What follows belongs to an exercise in optimizing a design on an open flow for small area, a short achievable clock period and few clock cycles per item; a production flow would make more cautious choices.
Where RTL was checked, it was by simulation tests only, not by an equivalence proof against the original.
No activity file was given, so power comes from the tool's default toggle rates.

==> module apt_frame_parser, before the edit <==
module apt_frame_parser (
    input  wire        clk,
    input  wire        rst,
    input  wire        in_valid,
    input  wire [7:0]  in_data,
    output wire        in_ready,
    output wire        out_valid,
    input  wire        out_ready,
    output reg  [1:0]  out_kind,
    output wire [1:0]  out_err,
    output reg  [15:0] out_msgid,
    output reg  [6:0]  out_dest,
    output reg  [7:0]  out_source,
    output reg         out_long,
    output reg  [7:0]  out_param1,
    output reg  [7:0]  out_param2,
    output reg  [63:0] out_f0,
    output reg  [31:0] out_f1,
    output reg  [31:0] out_f2,
    output wire [31:0] out_f3,
    output wire [12:0] out_status
);
    reg         oval;        
    reg         inpay;       
    reg         far;         
    reg         kn;          
    reg  [15:0] q;           
    reg         err_enum;    
    reg  [12:0] st;          
    reg  [2:0]  f3h;         
    reg  [7:0]  nx0;
    reg         rdy;
    assign in_ready   = rdy;
    assign out_valid  = oval;
    assign out_err    = {err_enum, !err_enum};
    assign out_status = st;
    assign out_f3     = {16'd0, f3h, st};
    wire        take = in_valid && in_ready;
    wire [7:0]  d    = in_data;
    wire [15:0] len  = {out_param2, out_param1};
    wire        hdr5 = !inpay && q[2:0] == 3'd5;
    wire        last = hdr5 ? (!out_long || len == 16'd0) : (inpay && q == len);
    function h(input integer k);
        h = take && !inpay && q[2:0] == k;
    endfunction
    function p(input integer k);
        p = take && inpay && !far && q[3:0] == k - 5;
    endfunction
    wire        c1  = kn && out_msgid[3:0] == 4'h1;
    wire        c2  = kn && out_msgid[3:0] == 4'h2;
    wire        c3  = kn && out_msgid[3:0] == 4'h3;
    wire        c4  = kn && out_msgid[3:0] == 4'h4;
    wire        c5  = kn && out_msgid[3:0] == 4'h5;
    wire        c6  = kn && out_msgid[3:0] == 4'h6;
    wire        c7  = kn && out_msgid[3:0] == 4'h7;
    wire        c8  = kn && out_msgid[3:0] == 4'h8;
    wire        known = kn;
    wire        kn_d = d == 8'h10 && nx0[7:4] == 4'h0 &&
                       nx0[3:0] != 4'h0 && nx0[3:0] <= 4'h8;
    wire        l4   = len[15:2] == 14'd0;
    wire        l6   = len[15:3] == 13'd0 && len[2:1] != 2'b11;
    wire        l8   = len[15:3] == 13'd0;
    wire        l14  = len[15:4] == 12'd0 && len[3:1] != 3'b111;
    wire        lshort = c2 ? l6 : c4 ? l4 : c8 ? l8 : l14;
    wire        too_short = (c2 | c3 | c4 | c6 | c7 | c8) && (!out_long || lshort);
    wire        bad_enum  = c1 && out_param2 != 8'd1 && out_param2 != 8'd2;
    wire [18:0] adc = {3'd0, d, out_f1[7:0]} + {1'b0, d, out_f1[7:0], 2'b00};
    wire [7:0]  dz = d & {8{inpay}};
    wire        at0 = !inpay && q[2:0] == 3'd0;
    always @(posedge clk) begin
        if (rst)
            rdy <= 1'b1;
        else
            rdy <= (take && last) || !oval || out_ready || (at0 && !take);
    end
    always @(posedge clk) begin
        if (rst) begin
            oval  <= 1'b0;
            inpay <= 1'b0;
            far   <= 1'b0;
            q     <= 16'd0;
        end else begin
            if (out_ready)
                oval <= 1'b0;
            if (take) begin
                if (last) begin
                    oval  <= 1'b1;
                    inpay <= 1'b0;
                    far   <= 1'b0;
                    q     <= 16'd0;
                end else if (hdr5) begin
                    inpay <= 1'b1;
                    q     <= 16'd1;
                end else begin
                    q     <= q + 16'd1;
                    if (inpay && q[3:0] == 4'd14)
                        far <= 1'b1;
                end
            end
        end
    end
    wire c2378 = c2 | c3 | c7 | c8;
    wire c237  = c2 | c3 | c7;
    wire c37   = c3 | c7;
    wire n15   = !(c1 | c5);
    always @(posedge clk) begin
        if (h(0)) nx0 <= d;
        if (h(1)) begin
            out_msgid       <= {d, nx0};
            kn              <= kn_d;
        end
        if (h(2)) out_param1      <= d;
        if (h(3)) out_param2      <= d;
        if (h(4)) begin
            out_long <= d[7];
            out_dest <= d[6:0];
        end
        if (h(5)) begin
            out_source <= d;
            out_kind   <= !known ? 2'd1 : (too_short || bad_enum) ? 2'd2 : 2'd0;
            err_enum   <= !too_short;
        end
        if (h(2))
            out_f0[7:0] <= {d[7:4] & {4{!c5}}, d[3:0]};
        else if (p(6) && n15)
            out_f0[7:0] <= d;
        else if (p(7) && c4)
            out_f0[7:0] <= adc[7:0];
        if (p(7) && c4)
            out_f0[15:8] <= adc[15:8];
        else if (h(2) || (p(7) && n15))
            out_f0[15:8] <= dz;
        if (p(7) && c4)
            out_f0[23:16] <= {5'd0, adc[18:16]};
        else if (h(2) || (p(8) && c6))
            out_f0[23:16] <= dz;
        if (h(2) || (p(9) && c6))  out_f0[31:24] <= dz;
        if (h(2) || (p(10) && c6)) out_f0[39:32] <= dz;
        if (h(2) || (p(11) && c6)) out_f0[47:40] <= dz;
        if (h(2) || (p(12) && c6)) out_f0[55:48] <= dz;
        if (h(2) || (p(13) && c6)) out_f0[63:56] <= dz;
        if (h(3))
            out_f1[7:0] <= {7'd0, d == 8'd1};
        else if (p(9) && c4)
            out_f1[7:0] <= adc[7:0];
        else if ((p(6) && c4) || (p(8) && n15) || (p(14) && c6))
            out_f1[7:0] <= d;
        if (p(9) && c4)
            out_f1[15:8] <= adc[15:8];
        else if (h(3) || (p(9) && c2378) || (p(15) && c6))
            out_f1[15:8] <= dz;
        if (p(9) && c4)
            out_f1[23:16] <= {5'd0, adc[18:16]};
        else if (p(15) && c6)
            out_f1[23:16] <= {8{d[7]}};
        else if (h(3) || (p(10) && c237))
            out_f1[23:16] <= dz;
        if (p(15) && c6)
            out_f1[31:24] <= {8{d[7]}};
        else if (h(3) || (p(11) && c237))
            out_f1[31:24] <= dz;
        if ((p(10) && c8) || (p(12) && c37) || (p(16) && c6))
            out_f2[7:0] <= d;
        if ((p(11) && c8) || (p(13) && c37) || (p(17) && c6))
            out_f2[15:8] <= d;
        if (h(4) || (p(14) && c3) || (p(18) && c6))
            out_f2[23:16] <= dz;
        if (h(4) || (p(15) && c3) || (p(19) && c6))
            out_f2[31:24] <= dz;
        if (p(12) && c8)
            st[7:0] <= d;
        if (p(13) && c8)
            {f3h, st[12:8]} <= d;
        if (p(16) && c37)
            st[5:0] <= {d[7:4], d[1:0]};
        if (p(17) && c37)
            st[10:6] <= {d[6:4], d[2:1]};
        if (p(19) && c37)
            st[12:11] <= {d[7], d[0]};
    end
endmodule
Settings: LEC_CHECK=0, ABC_CLOCK_PERIOD_IN_PS=2000, CAP_MARGIN=20, CORE_MARGIN=2, CORE_UTILIZATION=40, CTS_CLUSTER_DIAMETER=80, CTS_CLUSTER_SIZE=24, PLACE_DENSITY=0.6, SETUP_SLACK_MARGIN=2.5, SLEW_MARGIN=20; clock period 4.5 ns.
standard.sh (not shown) runs the stock make flow with config.mk's settings and CLKGATE_MAP_FILE= SYNTH_SCRIPT=/design/flow/synth_recipe.tcl, a recipe that flattens the netlist after the stock synthesis.
==> flow/flow/run.sh <==
#!/bin/bash
# The standard layout (the standard.sh) with two changes: port buffers of
# sky130_fd_sc_hd__buf_2, and no full/half-adder cell extraction in synthesis
# (ADDER_MAP_FILE empty), so abc maps the adders for speed.
set -uo pipefail
bash standard.sh "BUFFER_PORTS_ARGS=-buffer_cell sky130_fd_sc_hd__buf_2" "ADDER_MAP_FILE=" finish > standard.log 2>&1
Testbench counts at the start, summed over its fixed seeds: cycles 48,895, items 3,200.
Next try:
--- a/flow/design.v
+++ b/flow/design.v
@@ -42,8 +42,8 @@
     wire        last = hdr5 ? (!out_long || len == 16'd0) : (inpay && q == len);
     function h(input integer k);
-        h = take && !inpay && q[2:0] == k;
+        h = !inpay && q[2:0] == k;
     endfunction
     function p(input integer k);
-        p = take && inpay && !far && q[3:0] == k - 5;
+        p = inpay && !far && q[3:0] == k - 5;
     endfunction
     wire        c1  = kn && out_msgid[3:0] == 4'h1;
@@ -104,5 +104,5 @@
     wire c37   = c3 | c7;
     wire n15   = !(c1 | c5);
-    always @(posedge clk) begin
+    always @(posedge clk) if (take) begin
         if (h(0)) nx0 <= d;
         if (h(1)) begin
The new run completed without violations; setup slack gets worse by 0.12 ns; design area rose by a little under a tenth; synthesized cell count grows by a few percent; sequential power rose slightly; via count rose by roughly a tenth; clock skew came out lower by 0.0084 ns; final cell count went up by a little under a tenth; worst hold slack improved by 0.0093 ns; clock power barely changes.
The RTL of the second run of this note was laid out without a check of its function.

## static timing again, ports no longer ideal
No port has a modelled driver above. Below, the same layouts with a new extraction and two added sets of constraints.
Step 1: set_driving_cell puts a clkbuf_16 on clk and a buf_2 on each other input, an assumption about the parent block.
Step 2 adds t to the input delays and takes it off the output delays; t is the mean of the earliest and latest rising clock arrival at the registers after step 1. Input paths then give back, and output paths get back, about the clock's delay inside the block.
a / b / c = ideal / step 1 / step 2; a / b = the first two.
| run | t, ns | setup WS [ns] | worst setup path at the end | pins driven straight from the clock port |
|---|---|---|---|---|
| the first run | 0.534 | 2.278 / 2.241 / 1.736 | input to register | 1 |
| the second run | 0.536 | 2.158 / 2.152 / 1.616 | input to register | 1 |
After both steps setup and hold are still met in every run listed.
